Context: an optimization exercise on an open-source flow, tuned for small area. The choices shown serve that exercise and are no tape-out recipe. RTL that was checked went through simulation tests only; none was proved equivalent to the original. Power is estimated from default activity; no workload was simulated.

==> inputs of wip/fjord <==
==> flow/design.v <==
module pms_codec #(
    parameter STRICT_LEN = 0
) (
    input             clk,
    input             rst,         
    input             req_valid,
    input      [31:0] req,
    output reg        rsp_valid,
    output reg [15:0] rsp_data
);
    localparam [7:0] START1 = 8'h42;
    localparam [7:0] START2 = 8'h4D;
    wire [3:0] func = req[31:28];
    wire fire = req_valid && !rst;
    wire mid_zero  = (req[27:8] == 20'd0);
    wire is_push   = fire && (func == 4'h1) && mid_zero;
    wire is_clr    = fire && (func == 4'h2) && mid_zero && (req[7:0] == 8'd0);
    wire is_decode = fire && (func == 4'h3) && mid_zero && (req[7:0] == 8'd0);
    wire is_encode = fire && (func == 4'h4) && (req[27:24] == 4'd0);
    wire is_regrd  = fire && (func == 4'h5) && mid_zero;
    wire [7:0] byte_in = req[7:0];
    reg [5:0]  rx_cnt;
    reg        rx_ovf;
    reg        d_done;
    reg        d_ok;
    reg        good;           
    reg [12:0] acc;            
    reg [7:0]  stage [0:23];   
    reg [15:0] meas  [0:11];
    wire cnt_full = rx_cnt[5];               
    wire push_in  = is_push && !cnt_full;
    wire at0      = (rx_cnt[4:0] == 5'd0);
    wire at1      = (rx_cnt[4:0] == 5'd1);
    wire at30     = (rx_cnt[4:0] == 5'd30);
    wire at31     = (rx_cnt[4:0] == 5'd31);
    wire m_st1  = (byte_in == START1);
    wire m_st2  = (byte_in == START2);
    wire m_cshi = (byte_in == {3'd0, acc[12:8]});
    wire m_cslo = (byte_in == acc[7:0]);
    wire match  = at0 ? m_st1 : at1 ? m_st2 : at30 ? m_cshi : at31 ? m_cslo : 1'b1;
    wire good_nxt = (at0 || good) && match;
    wire frame_ok = cnt_full && !rx_ovf && good;
    always @(posedge clk) begin
        if (rst) begin
            rx_cnt <= 6'd0;
            rx_ovf <= 1'b0;
            d_done <= 1'b0;
            d_ok   <= 1'b0;
        end else if (is_push) begin
            if (!cnt_full)
                rx_cnt <= rx_cnt + 6'd1;
            else
                rx_ovf <= 1'b1;
        end else if (is_clr) begin
            rx_cnt <= 6'd0;
            rx_ovf <= 1'b0;
        end else if (is_decode) begin
            d_done <= 1'b1;
            d_ok   <= frame_ok;
            rx_cnt <= 6'd0;
            rx_ovf <= 1'b0;
        end
    end
    always @(posedge clk) begin
        if (push_in)
            good <= good_nxt;
    end
    wire [12:0] acc_a = acc & {13{!at0}};
    wire [7:0]  acc_b = byte_in & {8{push_in && !at30 && !at31}};
    wire [13:0] acc_c;
    wire [12:0] acc_nxt;
    assign acc_c[0] = 1'b0;
    genvar ga;
    generate
        for (ga = 0; ga < 13; ga = ga + 1) begin : g_acc
            if (ga == 0)
                pms_ha u_ha (.a(acc_a[ga]), .b(acc_b[ga]), .s(acc_nxt[ga]), .co(acc_c[ga + 1]));
            else if (ga < 8)
                pms_fa u_fa (.a(acc_a[ga]), .b(acc_b[ga]), .c(acc_c[ga]),
                             .s(acc_nxt[ga]), .co(acc_c[ga + 1]));
            else
                pms_ha u_ha (.a(acc_a[ga]), .b(acc_c[ga]), .s(acc_nxt[ga]), .co(acc_c[ga + 1]));
        end
    endgenerate
    always @(posedge clk)
        acc <= acc_nxt;
    wire shift_in = push_in && (rx_cnt[4:0] >= 5'd4) && (rx_cnt[4:0] <= 5'd27);
    integer i;
    always @(posedge clk) begin
        if (shift_in) begin
            for (i = 0; i < 23; i = i + 1)
                stage[i] <= stage[i + 1];
            stage[23] <= byte_in;
        end
    end
    integer k;
    always @(posedge clk) begin
        if (is_decode && frame_ok) begin
            for (k = 0; k < 12; k = k + 1)
                meas[k] <= {stage[2 * k], stage[2 * k + 1]};
        end
    end
    reg        tx_valid;
    reg [1:0]  tx_op;       
    reg [15:0] tx_data;
    wire [7:0] enc_op = req[23:16];
    wire op_ok = (enc_op == 8'hE1) || (enc_op == 8'hE2) || (enc_op == 8'hE4);
    always @(posedge clk) begin
        if (rst)
            tx_valid <= 1'b0;
        else if (is_encode)
            tx_valid <= op_ok;
    end
    always @(posedge clk) begin
        if (is_encode) begin
            tx_op   <= {enc_op[2], enc_op[2] | enc_op[1]};
            tx_data <= req[15:0];
        end
    end
    wire [7:0] tx_opb = {5'b11100, tx_op[1], tx_op[0] & ~tx_op[1], ~tx_op[0]};
    wire [8:0] cs_c;
    wire [7:0] cs_s;
    wire [9:0] tx_csum;
    assign cs_c[0] = tx_op[0];
    genvar gc;
    generate
        for (gc = 0; gc < 8; gc = gc + 1) begin : g_cs
            pms_fa u_fa (.a(tx_data[8 + gc]), .b(tx_data[gc]), .c(cs_c[gc]),
                         .s(cs_s[gc]), .co(cs_c[gc + 1]));
        end
    endgenerate
    wire cs_q2, cs_q3, cs_q4, cs_q8;
    wire cs_q5 = cs_s[4] | cs_q4;
    wire cs_q6 = cs_s[5] | cs_q5;
    wire cs_q7 = cs_s[6] | cs_q6;
    assign tx_csum[0] = cs_s[0];
    pms_ha    u_cs1 (.a(cs_s[1]), .b(tx_op[1]), .s(tx_csum[1]), .co(cs_q2));
    pms_ha    u_cs2 (.a(cs_s[2]), .b(cs_q2), .s(tx_csum[2]), .co(cs_q3));
    pms_ha    u_cs3 (.a(cs_s[3]), .b(cs_q3), .s(tx_csum[3]), .co(cs_q4));
    pms_xnor2 u_cs4 (.a(cs_s[4]), .b(cs_q4), .y(tx_csum[4]));
    pms_xnor2 u_cs5 (.a(cs_s[5]), .b(cs_q5), .y(tx_csum[5]));
    pms_xnor2 u_cs6 (.a(cs_s[6]), .b(cs_q6), .y(tx_csum[6]));
    pms_ha    u_cs7 (.a(cs_s[7]), .b(cs_q7), .s(tx_csum[7]), .co(cs_q8));
    pms_xnor2 u_cs8 (.a(cs_c[8]), .b(cs_q8), .y(tx_csum[8]));
    assign tx_csum[9] = cs_c[8] | cs_q8;
    reg [5:0] rd_num;
    always @(posedge clk) begin
        rd_num <= req[5:0];
        if (rst)
            rsp_valid <= 1'b0;
        else
            rsp_valid <= is_regrd;
    end
    wire [11:0] sm;                  
    wire [6:0]  st;                  
    wire [2:0]  ss;                  
    genvar gs;
    generate
        for (gs = 0; gs < 12; gs = gs + 1) begin : g_sm
            if (gs < 8)
                assign sm[gs] = rd_num[4] && !rd_num[3] && (rd_num[2:0] == gs);
            else
                assign sm[gs] = rd_num[4] && rd_num[3] && (rd_num[1:0] == gs - 8);
        end
        for (gs = 0; gs < 6; gs = gs + 1) begin : g_st
            assign st[gs] = !rd_num[4] && rd_num[5] && (rd_num[2:0] == gs);
        end
    endgenerate
    assign st[6] = !rd_num[4] && rd_num[5] && (rd_num[2:1] == 2'b11);
    assign ss[0] = !rd_num[4] && !rd_num[5] && (rd_num[1:0] == 2'd0);
    assign ss[1] = !rd_num[4] && !rd_num[5] && (rd_num[1:0] == 2'd1);
    assign ss[2] = !rd_num[4] && !rd_num[5] && rd_num[1];
    genvar gb, gk;
    generate
        for (gb = 0; gb < 8; gb = gb + 1) begin : g_hi
            wire [3:0] n;
            for (gk = 0; gk < 4; gk = gk + 1) begin : g_k
                pms_aoi222 u_aoi (
                    .a1(sm[3 * gk]),     .a2(meas[3 * gk][8 + gb]),
                    .b1(sm[3 * gk + 1]), .b2(meas[3 * gk + 1][8 + gb]),
                    .c1(sm[3 * gk + 2]), .c2(meas[3 * gk + 2][8 + gb]),
                    .y(n[gk]));
            end
            always @(*) rsp_data[8 + gb] = ~&n;
        end
    endgenerate
    wire [7:0] tx_cs_hi = {6'd0, tx_csum[9:8]};
    wire [7:0] stat0 = {6'd0, d_ok, d_done};
    wire [7:0] stat1 = {rx_ovf, 1'b0, rx_cnt};
    wire [7:0] const_lo = {st[2], st[0] | st[1] | st[2], st[2], 1'b0, st[1],
                           st[1] | st[2] & tx_opb[2], st[0] | st[2] & tx_opb[1],
                           st[1] | st[2] & tx_opb[0]};
    generate
        for (gb = 0; gb < 8; gb = gb + 1) begin : g_lo
            wire [5:0] n;
            for (gk = 0; gk < 4; gk = gk + 1) begin : g_k
                pms_aoi222 u_aoi (
                    .a1(sm[3 * gk]),     .a2(meas[3 * gk][gb]),
                    .b1(sm[3 * gk + 1]), .b2(meas[3 * gk + 1][gb]),
                    .c1(sm[3 * gk + 2]), .c2(meas[3 * gk + 2][gb]),
                    .y(n[gk]));
            end
            pms_aoi222 u_tx (
                .a1(st[3]), .a2(tx_data[8 + gb]),
                .b1(st[4]), .b2(tx_data[gb]),
                .c1(st[6]), .c2(tx_csum[gb]),
                .y(n[4]));
            assign n[5] = ~(st[5] & tx_cs_hi[gb] | ss[0] & stat0[gb] |
                            ss[1] & stat1[gb] | ss[2] & (gb == 0 ? tx_valid : 1'b0));
            always @(*) rsp_data[gb] = ~&n | const_lo[gb];
        end
    endgenerate
endmodule
module pms_aoi222 (
    input  a1, a2, b1, b2, c1, c2,
    output y
);
    assign y = ~(a1 & a2 | b1 & b2 | c1 & c2);
endmodule
module pms_fa (
    input  a, b, c,
    output s, co
);
    assign s  = a ^ b ^ c;
    assign co = a & b | c & (a ^ b);
endmodule
module pms_ha (
    input  a, b,
    output s, co
);
    assign s  = a ^ b;
    assign co = a & b;
endmodule
module pms_xnor2 (
    input  a, b,
    output y
);
    assign y = ~(a ^ b);
endmodule
==> flow/flow/run.sh <==
#!/bin/bash
# Standard layout, with two changes made through ORFS's own variables:
#  * the port buffers are sky130_fd_sc_hd__buf_1 (every port still gets one);
#  * clock tree synthesis runs without dummy loads.
# Each step's full output is in orfs/logs/; make's own output is in make.log.
set -euo pipefail
cts_args="-sink_clustering_enable -repair_clock_nets -dont_use_dummy_load"
cts_args="$cts_args -buf_list sky130_fd_sc_hd__clkbuf_8 -sink_clustering_size 20 -sink_clustering_max_diameter 60"
bash standard.sh \
    "BUFFER_PORTS_ARGS=-buffer_cell sky130_fd_sc_hd__buf_1" \
    "CTS_ARGS=$cts_args" \
    finish > make.log 2>&1
==> flow/standard.sh <==
#!/bin/bash
# synth_recipe.tcl (not shown) runs the flow's synth.tcl, then flattens the netlist and writes it again
# the make line also repeats each setting of config.mk as NAME=value (left out here)
make -C /OpenROAD-flow-scripts/flow DESIGN_CONFIG=/design/flow/config.mk WORK_HOME=/design/flow/orfs CLKGATE_MAP_FILE= SYNTH_SCRIPT=/design/flow/synth_recipe.tcl "${@:-finish}"
==> flow/config.mk <==
export PLATFORM = sky130hd
export DESIGN_NAME = pms_codec
export DESIGN_NICKNAME = pms_codec
export VERILOG_FILES = /design/flow/design.v
export SDC_FILE = /design/flow/constraint.sdc
export NUM_CORES = 4
export LEC_CHECK = 0
export CAP_MARGIN = 20
export CORE_MARGIN = 2
export CORE_UTILIZATION = 40
export SLEW_MARGIN = 20
export SYNTH_HIERARCHICAL = 1
==> flow/constraint.sdc <==
create_clock -name core_clock -period 12.0 [get_ports {clk}]
set_input_delay 2.4000 -clock core_clock [delete_from_list [all_inputs] [get_ports {clk}]]
set_output_delay 2.4000 -clock core_clock [all_outputs]
set_load 0.01 [all_outputs]
==> inputs of wip/maple, as changes to wip/fjord <==
--- a/flow/design.v
+++ b/flow/design.v
@@ -44,3 +44,2 @@
         if (rst) begin
-            rx_cnt <= 6'd0;
             rx_ovf <= 1'b0;
@@ -49,8 +48,5 @@
         end else if (is_push) begin
-            if (!cnt_full)
-                rx_cnt <= rx_cnt + 6'd1;
-            else
+            if (cnt_full)
                 rx_ovf <= 1'b1;
         end else if (is_clr) begin
-            rx_cnt <= 6'd0;
             rx_ovf <= 1'b0;
@@ -59,3 +55,2 @@
             d_ok   <= frame_ok;
-            rx_cnt <= 6'd0;
             rx_ovf <= 1'b0;
@@ -63,2 +58,14 @@
     end
+    wire       cnt_clr = rst || is_clr || is_decode;
+    wire [5:0] cnt_t;
+    wire [4:0] cnt_s;
+    assign cnt_t[0] = push_in;
+    genvar gn;
+    generate
+        for (gn = 0; gn < 5; gn = gn + 1) begin : g_cnt
+            pms_ha u_ha (.a(rx_cnt[gn]), .b(cnt_t[gn]), .s(cnt_s[gn]), .co(cnt_t[gn + 1]));
+        end
+    endgenerate
+    always @(posedge clk)
+        rx_cnt <= {6{!cnt_clr}} & {rx_cnt[5] | cnt_t[5], cnt_s};
     always @(posedge clk) begin
@@ -86,3 +93,3 @@
         acc <= acc_nxt;
-    wire shift_in = push_in && (rx_cnt[4:0] >= 5'd4) && (rx_cnt[4:0] <= 5'd27);
+    wire shift_in = push_in && (rx_cnt[4:2] != 3'b111);
     integer i;
@@ -145,5 +152,5 @@
     assign tx_csum[9] = cs_c[8] | cs_q8;
-    reg [5:0] rd_num;
-    always @(posedge clk) begin
-        rd_num <= req[5:0];
+    reg [4:0] rd_num;
+    always @(posedge clk) begin
+        rd_num <= {req[4], req[4] ? req[3] : req[5], req[2:0]};
         if (rst)
@@ -165,9 +172,9 @@
         for (gs = 0; gs < 6; gs = gs + 1) begin : g_st
-            assign st[gs] = !rd_num[4] && rd_num[5] && (rd_num[2:0] == gs);
-        end
-    endgenerate
-    assign st[6] = !rd_num[4] && rd_num[5] && (rd_num[2:1] == 2'b11);
-    assign ss[0] = !rd_num[4] && !rd_num[5] && (rd_num[1:0] == 2'd0);
-    assign ss[1] = !rd_num[4] && !rd_num[5] && (rd_num[1:0] == 2'd1);
-    assign ss[2] = !rd_num[4] && !rd_num[5] && rd_num[1];
+            assign st[gs] = !rd_num[4] && rd_num[3] && (rd_num[2:0] == gs);
+        end
+    endgenerate
+    assign st[6] = !rd_num[4] && rd_num[3] && (rd_num[2:1] == 2'b11);
+    assign ss[0] = !rd_num[4] && !rd_num[3] && (rd_num[1:0] == 2'd0);
+    assign ss[1] = !rd_num[4] && !rd_num[3] && (rd_num[1:0] == 2'd1);
+    assign ss[2] = !rd_num[4] && !rd_num[3] && rd_num[1];
     genvar gb, gk;
==> flow/flow/run.sh (replaced) <==
#!/bin/bash
# Standard layout, with two changes made through ORFS's own variables:
#  * the port buffers are sky130_fd_sc_hd__buf_1 (every port still gets one);
#  * clock tree synthesis runs without dummy loads, with clkbuf_4 buffers
#    driving sink clusters of at most 10 flip-flops within 45 um.
# Each step's full output is in orfs/logs/; make's own output is in make.log.
set -euo pipefail
cts_args="-sink_clustering_enable -repair_clock_nets -dont_use_dummy_load"
cts_args="$cts_args -buf_list sky130_fd_sc_hd__clkbuf_4 -sink_clustering_size 10 -sink_clustering_max_diameter 45"
bash standard.sh \
    "BUFFER_PORTS_ARGS=-buffer_cell sky130_fd_sc_hd__buf_1" \
    "CTS_ARGS=$cts_args" \
    finish > make.log 2>&1
Settings changed: CORE_UTILIZATION 40 to 60.
==> inputs of wip/willow, as changes to wip/fjord <==
--- a/flow/design.v
+++ b/flow/design.v
@@ -44,3 +44,2 @@
         if (rst) begin
-            rx_cnt <= 6'd0;
             rx_ovf <= 1'b0;
@@ -49,8 +48,5 @@
         end else if (is_push) begin
-            if (!cnt_full)
-                rx_cnt <= rx_cnt + 6'd1;
-            else
+            if (cnt_full)
                 rx_ovf <= 1'b1;
         end else if (is_clr) begin
-            rx_cnt <= 6'd0;
             rx_ovf <= 1'b0;
@@ -59,3 +55,2 @@
             d_ok   <= frame_ok;
-            rx_cnt <= 6'd0;
             rx_ovf <= 1'b0;
@@ -63,2 +58,14 @@
     end
+    wire       cnt_clr = rst || is_clr || is_decode;
+    wire [5:0] cnt_t;
+    wire [4:0] cnt_s;
+    assign cnt_t[0] = push_in;
+    genvar gn;
+    generate
+        for (gn = 0; gn < 5; gn = gn + 1) begin : g_cnt
+            pms_ha u_ha (.a(rx_cnt[gn]), .b(cnt_t[gn]), .s(cnt_s[gn]), .co(cnt_t[gn + 1]));
+        end
+    endgenerate
+    always @(posedge clk)
+        rx_cnt <= {6{!cnt_clr}} & {rx_cnt[5] | cnt_t[5], cnt_s};
     always @(posedge clk) begin
--- a/flow/flow/run.sh
+++ b/flow/flow/run.sh
@@ -7,3 +7,3 @@
 cts_args="-sink_clustering_enable -repair_clock_nets -dont_use_dummy_load"
-cts_args="$cts_args -buf_list sky130_fd_sc_hd__clkbuf_8 -sink_clustering_size 20 -sink_clustering_max_diameter 60"
+cts_args="$cts_args -buf_list sky130_fd_sc_hd__clkbuf_4 -sink_clustering_size 10 -sink_clustering_max_diameter 45"
 bash standard.sh \
@@ -11,2 +11,3 @@
     "CTS_ARGS=$cts_args" \
+    "RECOVER_POWER=100" \
     finish > make.log 2>&1
==> inputs of wip/harbor, as changes to wip/fjord <==
--- a/flow/design.v
+++ b/flow/design.v
@@ -44,3 +44,2 @@
         if (rst) begin
-            rx_cnt <= 6'd0;
             rx_ovf <= 1'b0;
@@ -49,8 +48,5 @@
         end else if (is_push) begin
-            if (!cnt_full)
-                rx_cnt <= rx_cnt + 6'd1;
-            else
+            if (cnt_full)
                 rx_ovf <= 1'b1;
         end else if (is_clr) begin
-            rx_cnt <= 6'd0;
             rx_ovf <= 1'b0;
@@ -59,3 +55,2 @@
             d_ok   <= frame_ok;
-            rx_cnt <= 6'd0;
             rx_ovf <= 1'b0;
@@ -63,2 +58,14 @@
     end
+    wire       cnt_clr = rst || is_clr || is_decode;
+    wire [5:0] cnt_t;
+    wire [4:0] cnt_s;
+    assign cnt_t[0] = push_in;
+    genvar gn;
+    generate
+        for (gn = 0; gn < 5; gn = gn + 1) begin : g_cnt
+            pms_ha u_ha (.a(rx_cnt[gn]), .b(cnt_t[gn]), .s(cnt_s[gn]), .co(cnt_t[gn + 1]));
+        end
+    endgenerate
+    always @(posedge clk)
+        rx_cnt <= {6{!cnt_clr}} & {rx_cnt[5] | cnt_t[5], cnt_s};
     always @(posedge clk) begin
@@ -86,3 +93,3 @@
         acc <= acc_nxt;
-    wire shift_in = push_in && (rx_cnt[4:0] >= 5'd4) && (rx_cnt[4:0] <= 5'd27);
+    wire shift_in = push_in && (rx_cnt[4:2] != 3'b111);
     integer i;
@@ -145,5 +152,5 @@
     assign tx_csum[9] = cs_c[8] | cs_q8;
-    reg [5:0] rd_num;
-    always @(posedge clk) begin
-        rd_num <= req[5:0];
+    reg [4:0] rd_num;
+    always @(posedge clk) begin
+        rd_num <= {req[4], req[4] ? req[3] : req[5], req[2:0]};
         if (rst)
@@ -165,9 +172,9 @@
         for (gs = 0; gs < 6; gs = gs + 1) begin : g_st
-            assign st[gs] = !rd_num[4] && rd_num[5] && (rd_num[2:0] == gs);
-        end
-    endgenerate
-    assign st[6] = !rd_num[4] && rd_num[5] && (rd_num[2:1] == 2'b11);
-    assign ss[0] = !rd_num[4] && !rd_num[5] && (rd_num[1:0] == 2'd0);
-    assign ss[1] = !rd_num[4] && !rd_num[5] && (rd_num[1:0] == 2'd1);
-    assign ss[2] = !rd_num[4] && !rd_num[5] && rd_num[1];
+            assign st[gs] = !rd_num[4] && rd_num[3] && (rd_num[2:0] == gs);
+        end
+    endgenerate
+    assign st[6] = !rd_num[4] && rd_num[3] && (rd_num[2:1] == 2'b11);
+    assign ss[0] = !rd_num[4] && !rd_num[3] && (rd_num[1:0] == 2'd0);
+    assign ss[1] = !rd_num[4] && !rd_num[3] && (rd_num[1:0] == 2'd1);
+    assign ss[2] = !rd_num[4] && !rd_num[3] && rd_num[1];
     genvar gb, gk;
==> flow/flow/run.sh (replaced) <==
#!/bin/bash
# Standard layout, with two changes made through ORFS's own variables:
#  * the port buffers are sky130_fd_sc_hd__buf_1 (every port still gets one);
#  * clock tree synthesis runs without dummy loads, with clkbuf_4 buffers
#    driving sink clusters of at most 10 flip-flops within 45 um.
# Each step's full output is in orfs/logs/; make's own output is in make.log.
set -euo pipefail
cts_args="-sink_clustering_enable -repair_clock_nets -dont_use_dummy_load"
cts_args="$cts_args -buf_list sky130_fd_sc_hd__clkbuf_4 -sink_clustering_size 10 -sink_clustering_max_diameter 45"
bash standard.sh \
    "BUFFER_PORTS_ARGS=-buffer_cell sky130_fd_sc_hd__buf_1" \
    "CTS_ARGS=$cts_args" \
    finish > make.log 2>&1
Settings changed: CORE_UTILIZATION 40 to 90.
==> comparison table <==
Multi-input logic cell count: wip/willow 284; wip/fjord 307; wip/harbor -; wip/maple 282
Maximum number of pins on one net before global-route repair: wip/willow 87; wip/fjord 193; wip/harbor -; wip/maple 193
Outcome: wip/willow failed layout checks; wip/fjord no timing/DRC/antenna violations; wip/harbor stopped before the end; wip/maple no timing/DRC/antenna violations
Stage where the flow stopped: wip/willow -; wip/fjord -; wip/harbor 3_5_place_dp; wip/maple -
Reasons for failing layout checks: wip/willow capacitance limit, slew limit; wip/fjord -; wip/harbor -; wip/maple -
Smallest hold slack: wip/willow 0.374 ns; wip/fjord 0.411 ns; wip/harbor -; wip/maple 0.416 ns
Number of H-tree branching levels: wip/willow 2; wip/fjord 1; wip/harbor -; wip/maple 2
GRT Max-Usage Layer: wip/willow met2; wip/fjord met2; wip/harbor -; wip/maple met2
TritonCTS clock tree: wip/willow built; wip/fjord built; wip/harbor -; wip/maple built
Xor and xnor fraction of the mapped netlist area: wip/willow 1.04%; wip/fjord 1.03%; wip/harbor 1.05%; wip/maple 1.05%
Power Internal: wip/willow 1.84 mW; wip/fjord 1.87 mW; wip/harbor -; wip/maple 1.84 mW
Antenna violations before repair: wip/willow 1; wip/fjord 0; wip/harbor -; wip/maple 2
Power of the combinational group: wip/willow 53.4 uW; wip/fjord 53.5 uW; wip/harbor -; wip/maple 57.0 uW
Crit path kind: wip/willow input port to flip-flop; wip/fjord flip-flop to output pin; wip/harbor -; wip/maple flip-flop to output pin
Cell with the largest stage delay on the worst path: wip/willow clkbuf_1; wip/fjord fa_1; wip/harbor -; wip/maple edfxtp_1
Total overflow reported by the global router: wip/willow 0; wip/fjord 0; wip/harbor -; wip/maple 0
Growth of design area from synthesis to finish: wip/willow 8.59%; wip/fjord 9.19%; wip/harbor -; wip/maple 7.51%
Post-synth design cell area: wip/willow 15,100 um^2; wip/fjord 15,200 um^2; wip/harbor 15,100 um^2; wip/maple 15,100 um^2
Number of clock buffers in the layout: wip/willow 51; wip/fjord 31; wip/harbor -; wip/maple 51
WL per Instance: wip/willow 21.3 um; wip/fjord 21.8 um; wip/harbor -; wip/maple 24.2 um
Launching point of the worst reg2reg path: wip/willow rx_cnt[5]; wip/fjord rx_cnt[2]; wip/harbor -; wip/maple rx_cnt[2]
Wire length the detailed router placed on met1: wip/willow 13,300 um; wip/fjord 13,200 um; wip/harbor -; wip/maple 12,100 um
Met2 track demand over resource: wip/willow 23.0%; wip/fjord 23.6%; wip/harbor -; wip/maple 33.8%
Share of cell area taken by multi-input logic gates: wip/willow 14.5%; wip/fjord 15.1%; wip/harbor -; wip/maple 14.7%
Count of vias placed by the detailed router: wip/willow 7,269; wip/fjord 7,439; wip/harbor -; wip/maple 7,336
Net count, final: wip/willow 907; wip/fjord 915; wip/harbor -; wip/maple 903
Only the layout flow was run in wip/fjord; the RTL was not checked for function there.

what the ideal ports hide:
No port has a modelled driver above. Below, the same layouts with a new extraction and two added sets of constraints. Step 1 assumes that a clkbuf_16 drives the clock port and a buf_2 every other input. Step 2 adds t to the input delays and takes it off the output delays; t is the mean of the earliest and latest rising clock arrival at the registers after step 1. Input paths then give back, and output paths get back, about the clock's delay inside the block. Three values: ideal ports, drivers, drivers and shift; two values: the first two.
| run | shift t [ns] | slack for setup (ns) | hold slack, ns | latest minus earliest clock arrival (ns) |
|---|---|---|---|---|
| wip/fjord | 0.636 | 4.110 / 4.066 / 4.293 | 0.411 / 0.411 / 0.411 | 0.048 / 0.048 |
| wip/maple | 0.700 | 4.124 / 4.083 / 4.630 | 0.416 / 0.416 / 0.416 | 0.054 / 0.054 |
| wip/willow | 0.700 | 3.108 / 3.131 / 2.431 | 0.374 / 0.374 / 0.374 | 0.093 / 0.093 |
For wip/willow, which loses most, drivers alone change the setup slack by +0.023 ns; drivers and shift together by -0.677 ns.
